What follows belongs to an exercise in optimizing a design on an open flow for small area, a short achievable clock period and few clock cycles per item; a production flow would make more cautious choices. Only simulation tests tie the RTL to the original design; equivalence was not proved. Power and IR drop assume default switching activity.

==> flow/design.v <==
module sfd_tx (
    input  wire        clk,
    input  wire        rst,
    input  wire        in_valid,
    input  wire [7:0]  in_op,
    input  wire [7:0]  in_dest,
    input  wire [7:0]  in_byte,
    input  wire        in_last,
    input  wire        in_empty,
    output wire        in_ready,
    output wire        tx_valid,
    output wire [7:0]  tx_byte,
    input  wire        tx_ready
);
    localparam [7:0] MARKER       = 8'h1B;
    localparam [7:0] LIT_SENTINEL = 8'h1C;
    localparam [7:0] OP_DATA      = 8'h44;
    reg  [7:0]  buf_mem [0:31];
    reg  [5:0]  wp;            
    reg  [5:0]  rp;            
    wire        buf_full = (wp[5] != rp[5]) && (wp[4:0] == rp[4:0]);
    reg         in_cmd;        
    reg  [7:0]  col_op;
    reg  [7:0]  col_dest;
    reg  [5:0]  cnt;           
    reg         pair;          
    reg         s_pend;        
    reg         col_closed;    
    reg         carry;         
    reg         carry_last;    
    reg         rdy_valid;
    reg  [7:0]  rdy_op;
    reg  [7:0]  rdy_dest;
    reg  [5:0]  rdy_len;
    reg         active;        
    reg  [5:0]  pos;           
    reg  [7:0]  out_op;
    reg  [7:0]  out_dest;
    reg  [5:0]  out_len;
    reg  [15:0] seq;
    reg         tx_v;
    reg  [7:0]  tx_b;
    assign in_ready = !s_pend && !col_closed && !buf_full;
    assign tx_valid = tx_v;
    assign tx_byte  = tx_b;
    wire        fire     = in_valid && in_ready;
    wire [7:0]  op       = in_cmd ? col_op : in_op;
    wire        is_data  = (op == OP_DATA);
    wire        is_m     = is_data && (in_byte == MARKER);
    wire        two      = is_m && pair;
    wire        nofit    = two && (cnt == 6'd31);
    wire [5:0]  ncnt     = cnt + (two ? 6'd2 : 6'd1);
    wire        in_end   = in_last || in_empty;
    wire        close    = in_empty || nofit || in_last || (ncnt == 6'd32);
    wire [5:0]  close_len = in_empty ? cnt : nofit ? 6'd31 : ncnt;
    reg  [7:0]  hdr;
    always @(*) begin
        case (pos[3:0])
            4'd0, 4'd1, 4'd2: hdr = MARKER;
            4'd4:             hdr = seq[15:8];
            4'd5:             hdr = seq[7:0];
            4'd6:             hdr = out_op;
            4'd7:             hdr = out_dest;
            4'd9:             hdr = {2'b00, out_len};
            default:          hdr = 8'h00;
        endcase
    end
    wire        in_body  = (pos >= 6'd10);
    wire [7:0]  next_b   = in_body ? buf_mem[rp[4:0]] : hdr;
    wire        adv      = !tx_v || tx_ready;
    wire        emit     = adv && active;
    wire        done     = emit && (pos == out_len + 6'd9);
    wire        want     = done || (adv && !active);
    wire        take_rdy = want && rdy_valid;
    wire        take_col = want && !rdy_valid && col_closed;
    wire        to_rdy   = col_closed && !take_col && (!rdy_valid || take_rdy);
    wire        col_move = take_col || to_rdy;
    wire        wr       = (fire && !in_empty) || (s_pend && !buf_full);
    always @(posedge clk) begin
        if (wr)
            buf_mem[wp[4:0]] <= s_pend ? LIT_SENTINEL : in_byte;
    end
    always @(posedge clk) begin
        if (rst) begin
            wp         <= 6'd0;
            rp         <= 6'd0;
            in_cmd     <= 1'b0;
            col_op     <= 8'h00;
            col_dest   <= 8'h00;
            cnt        <= 6'd0;
            pair       <= 1'b0;
            s_pend     <= 1'b0;
            col_closed <= 1'b0;
            carry      <= 1'b0;
            carry_last <= 1'b0;
            rdy_valid  <= 1'b0;
            rdy_op     <= 8'h00;
            rdy_dest   <= 8'h00;
            rdy_len    <= 6'd0;
            active     <= 1'b0;
            pos        <= 6'd0;
            out_op     <= 8'h00;
            out_dest   <= 8'h00;
            out_len    <= 6'd0;
            seq        <= 16'h0000;
            tx_v       <= 1'b0;
            tx_b       <= 8'h00;
        end else begin
            if (wr)
                wp <= wp + 6'd1;
            if (s_pend && !buf_full)
                s_pend <= 1'b0;
            if (adv) begin
                if (emit) begin
                    tx_v <= 1'b1;
                    tx_b <= next_b;
                    if (in_body)
                        rp <= rp + 6'd1;
                    if (done) begin
                        seq <= (seq == 16'hFFFE) ? 16'h0000 : seq + 16'd1;
                        pos <= 6'd0;
                    end else begin
                        pos <= pos + 6'd1;
                    end
                end else if (take_rdy || take_col) begin
                    tx_v <= 1'b1;
                    tx_b <= MARKER;
                    pos  <= 6'd1;
                end else begin
                    tx_v <= 1'b0;
                end
            end
            if (want)
                active <= take_rdy || take_col;
            if (take_rdy) begin
                out_op   <= rdy_op;
                out_dest <= rdy_dest;
                out_len  <= rdy_len;
            end
            if (take_col) begin
                out_op   <= col_op;
                out_dest <= col_dest;
                out_len  <= cnt;
            end
            if (take_rdy)
                rdy_valid <= 1'b0;
            if (to_rdy) begin
                rdy_valid <= 1'b1;
                rdy_op    <= col_op;
                rdy_dest  <= col_dest;
                rdy_len   <= cnt;
            end
            if (col_move) begin
                col_closed <= carry_last;
                cnt        <= carry ? 6'd1 : 6'd0;
                pair       <= carry;
                carry      <= 1'b0;
                carry_last <= 1'b0;
            end
            if (fire) begin
                in_cmd <= !in_end;
                if (!in_cmd) begin
                    col_op   <= in_op;
                    col_dest <= in_dest;
                end
                if (!in_empty && !nofit)
                    s_pend <= two;
                if (close) begin
                    col_closed <= 1'b1;
                    cnt        <= close_len;
                    carry      <= nofit;
                    carry_last <= nofit && in_last;
                end else begin
                    cnt        <= ncnt;
                    pair       <= is_m && !pair;
                end
            end
        end
    end
endmodule
==> flow/run.sh <==
#!/bin/bash
# synth_recipe.tcl (not shown) runs the flow's synth.tcl, then flattens the netlist and writes it again
# the make line also repeats each setting of config.mk as NAME=value (left out here)
make -C /OpenROAD-flow-scripts/flow DESIGN_CONFIG=/design/flow/config.mk WORK_HOME=/design/flow/orfs CLKGATE_MAP_FILE= SYNTH_SCRIPT=/design/flow/synth_recipe.tcl finish
==> flow/config.mk <==
export PLATFORM = sky130hd
export DESIGN_NAME = sfd_tx
export DESIGN_NICKNAME = sfd_tx
export VERILOG_FILES = /design/flow/design.v
export SDC_FILE = /design/flow/constraint.sdc
export NUM_CORES = 4
export LEC_CHECK = 0
export CAP_MARGIN = 20
export CORE_MARGIN = 2
export CORE_UTILIZATION = 40
export PLACE_DENSITY = 0.6
export SETUP_SLACK_MARGIN = 3.0
export SLEW_MARGIN = 20
==> flow/constraint.sdc <==
create_clock -name core_clock -period 6.0 [get_ports {clk}]
set_input_delay 1.2000 -clock core_clock [delete_from_list [all_inputs] [get_ports {clk}]]
set_output_delay 1.2000 -clock core_clock [all_outputs]
set_load 0.01 [all_outputs]
==> summary.log, run 1 <==
INFO  timing         timing.setup.tns=0ps
INFO  floorplan      die_width=203µm
INFO  synthesis      synth.distinct_cells=66
INFO  setup_path     cell_at_the_slowest_stage_of_the_critical_path=clkdlybuf4s50_1
INFO  min_path       min_delay_worst_endpoint=rdy_dest[6]
INFO  clock_network  cts_buffers=41
INFO  setup_path     critical_path_required=4800ps
INFO  detailed_routing route.final.wire_length=36.7mm
INFO  setup_path     worst_r2r_startpoint=in_cmd
INFO  synthesis      yosys_warnings=1
INFO  clock_network  cts.sinks=378
INFO  timing         worst-slew-pin-transition=927ps
INFO  detailed_routing detail_route.first_pass.iterations=5
INFO  cells_and_area layout.cells.most_common_list=edfxtp_1, dfxtp_1, nand2_1
INFO  placed_design  gp_congestion=0.808
INFO  setup_path     worst-r2r-cell-count=9
INFO  global_routing grt.overflow.total=0
INFO  clock_network  worst_skew_pair.late_latency=560ps
INFO  clock_network  cts.path.max_buffers=3
INFO  setup_path     setup.worst_path.start_class=register
INFO  synthesis      syn-num-nets=1,174
INFO  clock_network  clockRootBuffer=clkbuf_16
INFO  setup_path     crit_fanout=10
INFO  setup_path     path_cells=xor2_1, nor4_2, and2_2, nor3_2, clkdlybuf4s50_1
INFO  timing         report.final.hold_viol_count=0
INFO  synthesis      post_synth_inst_count=1,129
INFO  min_path       hold-path-cell-count=2
INFO  setup_path     path_class=reg2out
INFO  floorplan      core-area=39,500µm²
INFO  floorplan      design.portCount=40
INFO  cells_and_area final_layout_fill_cell_count=3,375
INFO  cells_and_area final_net_count=1,222
INFO  detailed_routing avgRoutedWirePerCell=21.2µm
INFO  power          power_density=298nW/µm²
INFO  global_routing first_global_vias=9,514
INFO  setup_path     reg2reg_slack=2580ps
INFO  timing         finalWorstPathRequiredPeriod=3630ps
INFO  min_path       start_point_of_the_worst_min_delay_path=rdy_dest[6]
INFO  detailed_routing routed-via-count=9,549
INFO  clock_network  cts_max_level=2
INFO  global_routing grt_pass1_wl=56.9mm
INFO  power          leakagePower=5.94nW
INFO  synthesis      synth-async-reset-ratio=0%
INFO  detailed_routing postRouteAntennaNets=0
INFO  synthesis      dominantRegCellSynth=edfxtp_1
INFO  detailed_routing route.detailed.drc=0
INFO  timing         layout_worst_path_cycle_share=60.4%
INFO  min_path       holdCritPathClass=reg2reg
INFO  synthesis      synthesis.area=15,900µm²
INFO  placed_design  total_of_buffers_placed_on_input_and_output_ports=39
INFO  global_routing grt_antenna_before_repair=1
INFO  clock_network  clock_tree_from_tritoncts=built
INFO  cells_and_area syn_to_final_growth=18.3%
INFO  timing         max_slew_margin=38.0%
INFO  power          ir_drop=203µV
INFO  global_routing globalRouteTotalUtil=18.2%
INFO  floorplan      placement_rows=73
INFO  flow_run       cap_viol_max_count=0
INFO  floorplan      starting_density_of_the_core=40.3%
INFO  setup_path     cpPeakStageDelay=610ps
INFO  synthesis      ys_ff_latch=378
INFO  synthesis      synth_enable_flop_cells=256
INFO  timing         fin_skew=19.0ps
INFO  clock_network  worst_setup_hold_path_clk_slew=60ps
INFO  detailed_routing dr.first_iter.drc_count=775
INFO  setup_path     worst_ep_arrival_time=2430ps
INFO  timing         report.final.setup_viol=0
INFO  run_status     outcome=no timing/DRC/antenna violations
INFO  floorplan      dieArea=41,400µm²
INFO  global_routing maximum_number_of_pins_on_one_net_before_global_route_repair=70
INFO  synthesis      synth_sequential_area_ratio=63.7%
INFO  synthesis      average_cell_area_after_synthesis=14.1µm²
INFO  cells_and_area num_antenna_cells=0
INFO  timing         unrepaired_setup_endpoints_after_global_routing=yes
INFO  cells_and_area fraction_of_final_layout_cells_sized_beyond_drive_strength_1=23.6%
INFO  timing         highest_clock_rate=0.276GHz
INFO  setup_path     worstSetupEndpointType=output pin
INFO  cells_and_area mostFrequentLayoutCell=edfxtp_1
INFO  timing         slew_viol_final=0
INFO  floorplan      die_h=203µm
INFO  setup_path     worstReg2RegEnd=carry_last
INFO  cells_and_area utilization=47.7%
INFO  detailed_routing detail_route.vias_per_cell=5.51
INFO  placed_design  post-dp-hpwl=22.9mm
[cell families after synthesis]
family / count (synthesis) / share of synthesized area, %
AO/OA/AOI/OAI: 149 / 6.32
flip-flops: 378 / 63.7
multiplexers: 138 / 15.0
AND/OR/NAND/NOR: 324 / 9.28
adder cells (fa/ha/maj): 15 / 1.23
XOR/XNOR: 40 / 2.20
buffers and inverters: 85 / 2.31
[Yosys cell counts (4+ instances only)]
cell / instances / share of area (%)
a211oi_1: 27 / 1.3
a21o_1: 4 / 0.19
a21oi_1: 46 / 1.4
a221oi_1: 7 / 0.39
a22oi_1: 12 / 0.57
and3_1: 5 / 0.20
buf_1: 4 / 0.094
buf_2: 15 / 0.47
buf_4: 6 / 0.28
clkbuf_1: 45 / 1.1
dfxtp_1: 122 / 15
edfxtp_1: 256 / 48
ha_1: 14 / 1.1
inv_1: 14 / 0.33
mux2_2: 4 / 0.28
mux2i_1: 54 / 3.4
mux4_2: 80 / 11
nand2_1: 111 / 2.6
nand2b_1: 7 / 0.28
nand3_1: 12 / 0.38
nand4_1: 11 / 0.43
nor2_1: 119 / 2.8
nor2b_1: 11 / 0.43
nor3_1: 12 / 0.38
nor3b_1: 4 / 0.19
nor4_1: 4 / 0.16
o21a_1: 4 / 0.19
o21ai_0: 11 / 0.35
o21ai_1: 4 / 0.13
o22ai_1: 6 / 0.24
or2_2: 6 / 0.24
xnor2_1: 23 / 1.3
xor2_1: 17 / 0.94
[worst max path at each step]
stage               start          to
2_1_floorplan    in_op[7]  carry_last
3_3_place_gp   in_byte[5]  carry_last
3_5_place_dp   in_byte[5]  carry_last
4_1_cts        in_byte[6]  carry_last
5_1_grt        in_byte[2]  carry_last
6_report            wp[4]    in_ready
[where the power goes]
group	internal (mW)	switching, mW
Combinational	0.111	0.188
Clock	1.43	1.03
Sequential	2.82	0.0360
Total	4.36	1.25
[timing repair]
action / CTS / global route
buffers inserted: 13 / 7
hold buffers: 0 / 0
pin swaps: 19 / 13
cloned: 3 / 0
endpoints found under the setup margin: 340 / 247
resized for setup: 134 / 37
hold endpoints to repair: 0 / 0
[worst max-delay path: cells and delay by family, from the launching register on]
kind,cells,cell delay [ps]
xor gates and xnor gates,1,200
buffers and inverters,1,610
and+or+nand+nor,3,630
DFF,1,430
[stage by stage]
| step | hold WS, ps | setup slack (ps) | total power, mW | std cells | instance area, µm² |
|---|---|---|---|---|---|
| after floorplan | 434 | 2100 | 3.08 | 1129 | 15900 |
| after global placement | 442 | 706 | 3.17 | 1635 | 16800 |
| after detailed placement | 451 | 667 | 3.18 | 1636 | 16800 |
| after CTS | 459 | 2320 | 5.66 | 1725 | 18600 |
| after global routing | 474 | 2290 | 5.80 | 1732 | 18800 |
| final | 456 | 2370 | 5.61 | 1732 | 18800 |
[metal layers]
| layer | track usage (%) | vias to the layer above | wire length (µm) |
|---|---|---|---|
| li1 | - | 4377 | - |
| met1 | 24.6 | 4873 | 16300 |
| met2 | 29.3 | 244 | 17500 |
| met3 | 3.90 | 53 | 1970 |
| met4 | 5.84 | 2 | 878 |
| met5 | 0 | - | 13 |
[state kept, by name, summed over array words and instances (netlist names), 6 cells and up, named ones only]
name,count
cnt,6
rp,6
tx_b,8
out_dest,8
seq,16
col_op,8
pos,6
rdy_dest,8
wp,6
out_op,8
rdy_op,8
buf_mem,256
rdy_len,6
out_len,6
col_dest,8
[final cells by class]
class	count	area (µm²)	area share, %
sequential	378	10100	53.9
multi-input combinational	669	5960	31.7
clock buffer	54	1140	6.04
timing repair buffer	73	704	3.74
tap	525	657	3.49
clock inverter	19	163	0.864
inverter	14	55.1	0.292
Testbench counts, summed over its fixed seeds: cycles 47,582, bytes 31,638.
==> inputs of run 2 (changes only) <==
--- a/flow/config.mk
+++ b/flow/config.mk
@@ -11,3 +11,2 @@
 export PLACE_DENSITY = 0.6
-export SETUP_SLACK_MARGIN = 3.0
 export SLEW_MARGIN = 20
==> run 2 against run 1 <==
Compared with the run above: cell area down 4.0%; final cell count is 1.5% lower; routed wire length down 2.5%; flip-flop and latch count is the same; count of clock-buffer cells in the layout up 4; combinational power fell by 12%; hold slack worse by 2.5 ps; critical path depth is 6 higher; setup slack worse by 690 ps; register-to-register slack lost 250 ps; first-iteration DRC count rose by 8.4%.
==> summary.log, run 2 <==
INFO  placed_design  preCtsSetupSlack=1190ps
INFO  timing         slew_viol_final=0
INFO  clock_network  clockRootBuffer=clkbuf_16
INFO  power          power_switching=1.19mW
INFO  synthesis      average_cell_area_after_synthesis=14.1µm²
INFO  synthesis      post_synthesis_share_of_cell_area_spent_on_xor_and_xnor_gates=2.20%
INFO  floorplan      design.portCount=40
INFO  power          power_density=306nW/µm²
INFO  detailed_routing detail_route.first_pass.iterations=7
INFO  synthesis      synth-simple-area-share=9.28%
INFO  global_routing grt_pass1_wl=55.1mm
INFO  global_routing grt_antenna_before_repair=0
INFO  detailed_routing postRouteAntennaNets=0
INFO  cells_and_area mostFrequentLayoutCell=edfxtp_1
INFO  clock_network  post-cts-setup-buffer-count=0
INFO  synthesis      dominantRegCellSynth=edfxtp_1
INFO  timing         minimum_setup_slack_in_the_final_design=1690ps
INFO  global_routing first_global_vias=9,185
INFO  timing         fin_skew=15.8ps
INFO  clock_network  cts.sinks=378
INFO  setup_path     worst-r2r-cell-count=10
INFO  clock_network  worst_skew_pair.late_latency=540ps
INFO  setup_path     cpPeakStageDelay=650ps
INFO  cells_and_area final_net_count=1,197
INFO  clock_network  cts_hold_buffers=0
INFO  power          comb_power_share=4.8%
INFO  cells_and_area largest_register_ff_count=256
INFO  synthesis      multiplexer_share_of_the_synthesized_area=15.0%
INFO  detailed_routing avgRoutedWirePerCell=21.0µm
INFO  timing         timing.setup.tns=0ps
INFO  setup_path     crit_fanout=6
INFO  clock_network  worst_setup_hold_path_clk_slew=60ps
INFO  synthesis      yosys-top-cells-area=edfxtp_1, dfxtp_1, mux4_2, mux2i_1, nor2_1
INFO  cells_and_area num_antenna_cells=0
INFO  setup_path     worst_ep_arrival_time=4690ps
INFO  detailed_routing route.final.wire_length=35.7mm
INFO  setup_path     worst_r2r_startpoint=in_cmd
INFO  timing         unrepaired_setup_endpoints_after_global_routing=no
INFO  detailed_routing detail_route.vias_per_cell=5.46
INFO  power          ir_drop=171µV
INFO  timing         highest_clock_rate=0.232GHz
INFO  min_path       holdCritPathClass=reg2reg
INFO  synthesis      most_common_cell_in_the_netlist=edfxtp_1
INFO  setup_path     cell_at_the_slowest_stage_of_the_critical_path=or4b_1
INFO  placed_design  detailed_place.area=16,800µm²
INFO  placed_design  post-dp-hpwl=22.8mm
INFO  power          power.sequential.fraction=51.7%
INFO  setup_path     path_class=in2reg
INFO  detailed_routing routed-via-count=9,314
INFO  cells_and_area postLayoutCellArea=18,100µm²
INFO  synthesis      post_synth_inst_count=1,129
INFO  timing         report.final.setup_viol=0
INFO  setup_path     worstSetupEndpointType=register
INFO  run_status     outcome=no timing/DRC/antenna violations
INFO  power          pwr-share-clk=43.5%
INFO  setup_path     critical_path_required=6380ps
INFO  clock_network  post_cts.resized_instances=0
INFO  floorplan      die_h=203µm
INFO  setup_path     path_cells=clkdlybuf4s50_1, or4_1, o22ai_1, or4b_1, fa_1, nor2b_1, a22oi_1, o41a_1, a21o_1, nand3_1, a21oi_1
INFO  synthesis      netlist.area_leader.share=48.3%
INFO  floorplan      core-area=39,500µm²
INFO  floorplan      die_width=203µm
INFO  cells_and_area final_layout_fill_cell_count=3,469
INFO  clock_network  cts_buffers=39
INFO  synthesis      synth_sequential_area_ratio=63.7%
INFO  synthesis      synth_largest_area_cell=edfxtp_1
INFO  global_routing globalRouteTotalUtil=17.5%
INFO  setup_path     setup.worst_path.start_class=input port
INFO  detailed_routing dr.first_iter.drc_count=840
INFO  floorplan      starting_density_of_the_core=40.3%
INFO  synthesis      ys_top_cells_by_count=edfxtp_1, dfxtp_1, nor2_1
INFO  power          leakagePower=5.68nW
INFO  timing         report.final.hold_viol_count=0
INFO  power          switching_share=21.5%
INFO  flow_run       cap_viol_max_count=0
INFO  placed_design  gp_congestion=0.802
INFO  synthesis      synthAdderAreaFrac=1.23%
INFO  synthesis      ys_ff_latch=378
INFO  synthesis      synth_enable_flop_cells=256
INFO  min_path       hold-path-cell-count=2
INFO  clock_network  cts.path.max_buffers=3
INFO  setup_path     reg2reg_slack=2330ps
INFO  timing         worst-slew-pin-transition=1070ps
INFO  synthesis      synth_compound_area_share=6.32%
INFO  synthesis      syn-num-nets=1,174
INFO  synthesis      combinational_family_with_the_most_area_after_synthesis=multiplexers
INFO  setup_path     worstPathBufferInverterCount=1
INFO  clock_network  cts_max_level=2
INFO  floorplan      placement_rows=73
INFO  global_routing maximum_number_of_pins_on_one_net_before_global_route_repair=70
INFO  timing         max_slew_margin=28.6%
INFO  cells_and_area layout.cells.most_common_list=edfxtp_1, dfxtp_1, nor2_1
INFO  setup_path     critical_path.top_delay_family=simple AND/OR/NAND/NOR gates
INFO  power          intPower=4.34mW
INFO  floorplan      dieArea=41,400µm²
INFO  global_routing grt.overflow.total=0
INFO  synthesis      synth.distinct_cells=66
INFO  min_path       min_delay_worst_endpoint=rdy_op[0]
INFO  cells_and_area fraction_of_final_layout_cells_sized_beyond_drive_strength_1=15.4%
INFO  synthesis      synthesis.area=15,900µm²
INFO  timing         layout_worst_path_cycle_share=71.8%
INFO  synthesis      synth-async-reset-ratio=0%
INFO  timing         finalWorstPathRequiredPeriod=4310ps
INFO  synthesis      yosys_warnings=1
INFO  detailed_routing route.detailed.drc=0
INFO  clock_network  clock_tree_from_tritoncts=built
INFO  placed_design  total_of_buffers_placed_on_input_and_output_ports=39
INFO  setup_path     worstReg2RegEnd=carry_last
INFO  cells_and_area syn_to_final_growth=13.5%
INFO  min_path       start_point_of_the_worst_min_delay_path=rdy_op[0]
run 2: stage by stage:
stage	cells	utilization (%)	hold WS [ps]	total power, mW
after floorplan	1129	-	434	3.07
after global placement	1636	42.5	442	3.17
after detailed placement	1636	42.5	446	3.18
after CTS	1706	45.8	457	5.57
after global routing	1706	45.8	464	5.70
final	1706	45.8	454	5.53
run 2: how the worst max path moves through the flow:
stage / to / cells after the start / slack [ps] / start
floorplan: carry_last / 11 / 2000 / in_op[5]
global placement: carry_last / 11 / 1280 / in_op[5]
detailed placement: carry_last / 11 / 1190 / in_op[5]
CTS: carry_last / 11 / 1730 / in_op[5]
global route: carry_last / 12 / 1460 / in_byte[0]
finish: carry_last / 11 / 1690 / in_op[5]
run 2: worst register-to-register path: stages, from the launching register on:
cell and delay (ps):
dfxtp_1 490, or4b_1 480, o22ai_1 260, or4b_1 650, fa_1 510, nor2b_1 180
a22oi_1 110, o41a_1 480, a21o_1 220, nand3_1 80, a21oi_1 70
run 2: routing by layer:
metal  global-route usage, %  part of all wire, %  vias up
li1                        -                    -     4316
met1                    25.4                   47     4720
met2                    27.6                   47      227
met3                    2.80                  4.9       51
met4                    4.17                  1.7        0
met5                       0                    0        -
run 2: logic make-up after synthesis:
logic type | Yosys count
AOI/OAI and AO/OA | 149
xor gates and xnor gates | 40
adders and majority gates | 15
buffers and inverters | 85
DFF | 378
muxes | 138
and+or+nand+nor | 324
run 2: power by group through the flow:
stage	Clock [mW]	Sequential (mW)	Combinational, mW
CTS	2.45	2.86	0.265
finish	2.41	2.86	0.264
detailed placement	0	2.92	0.264
global placement	0	2.91	0.257
floorplan	0	2.90	0.174
global route	2.55	2.86	0.292
run 2: cell type report:
class                   count  area, µm²  share of cell area (%)
flip-flops and latches    378      10100                    56.1
well taps                 525        657                    3.64
inverters                  14       52.6                   0.291
repair buffers             53        490                    2.71
multi-input cells         666       5460                    30.2
clock inverters            12        126                   0.699
clock buffers              58       1150                    6.36

## what the ideal ports hide
Ports are ideal in the flow. The routed layouts listed here were re-timed in OpenROAD. Step 1, drivers: a clkbuf_16 drives clk and a buf_2 each remaining input, both assumed. Step 2 moves the port delays by t, midway between the first and last clock arrival at a register: inputs arrive t later, outputs are due t later. That takes back most of the time a late clock gives input paths. Three values: ideal ports, drivers, drivers and shift; two values: the first two.
| run | t, ns | slack for setup (ns) | worst hold slack (ns) | pins driven straight from the clock port |
|---|---|---|---|---|
| run 1 | 0.612 | 2.375 / 2.316 / 1.802 | 0.456 / 0.456 / 0.456 | 1 |
| run 2 | 0.589 | 1.689 / 1.722 / 1.133 | 0.454 / 0.454 / 0.454 | 1 |
After both steps every run listed still meets setup and hold. The setup slack of run 1, which loses most, moves by -0.059 ns with the drivers and by -0.573 ns with both steps.
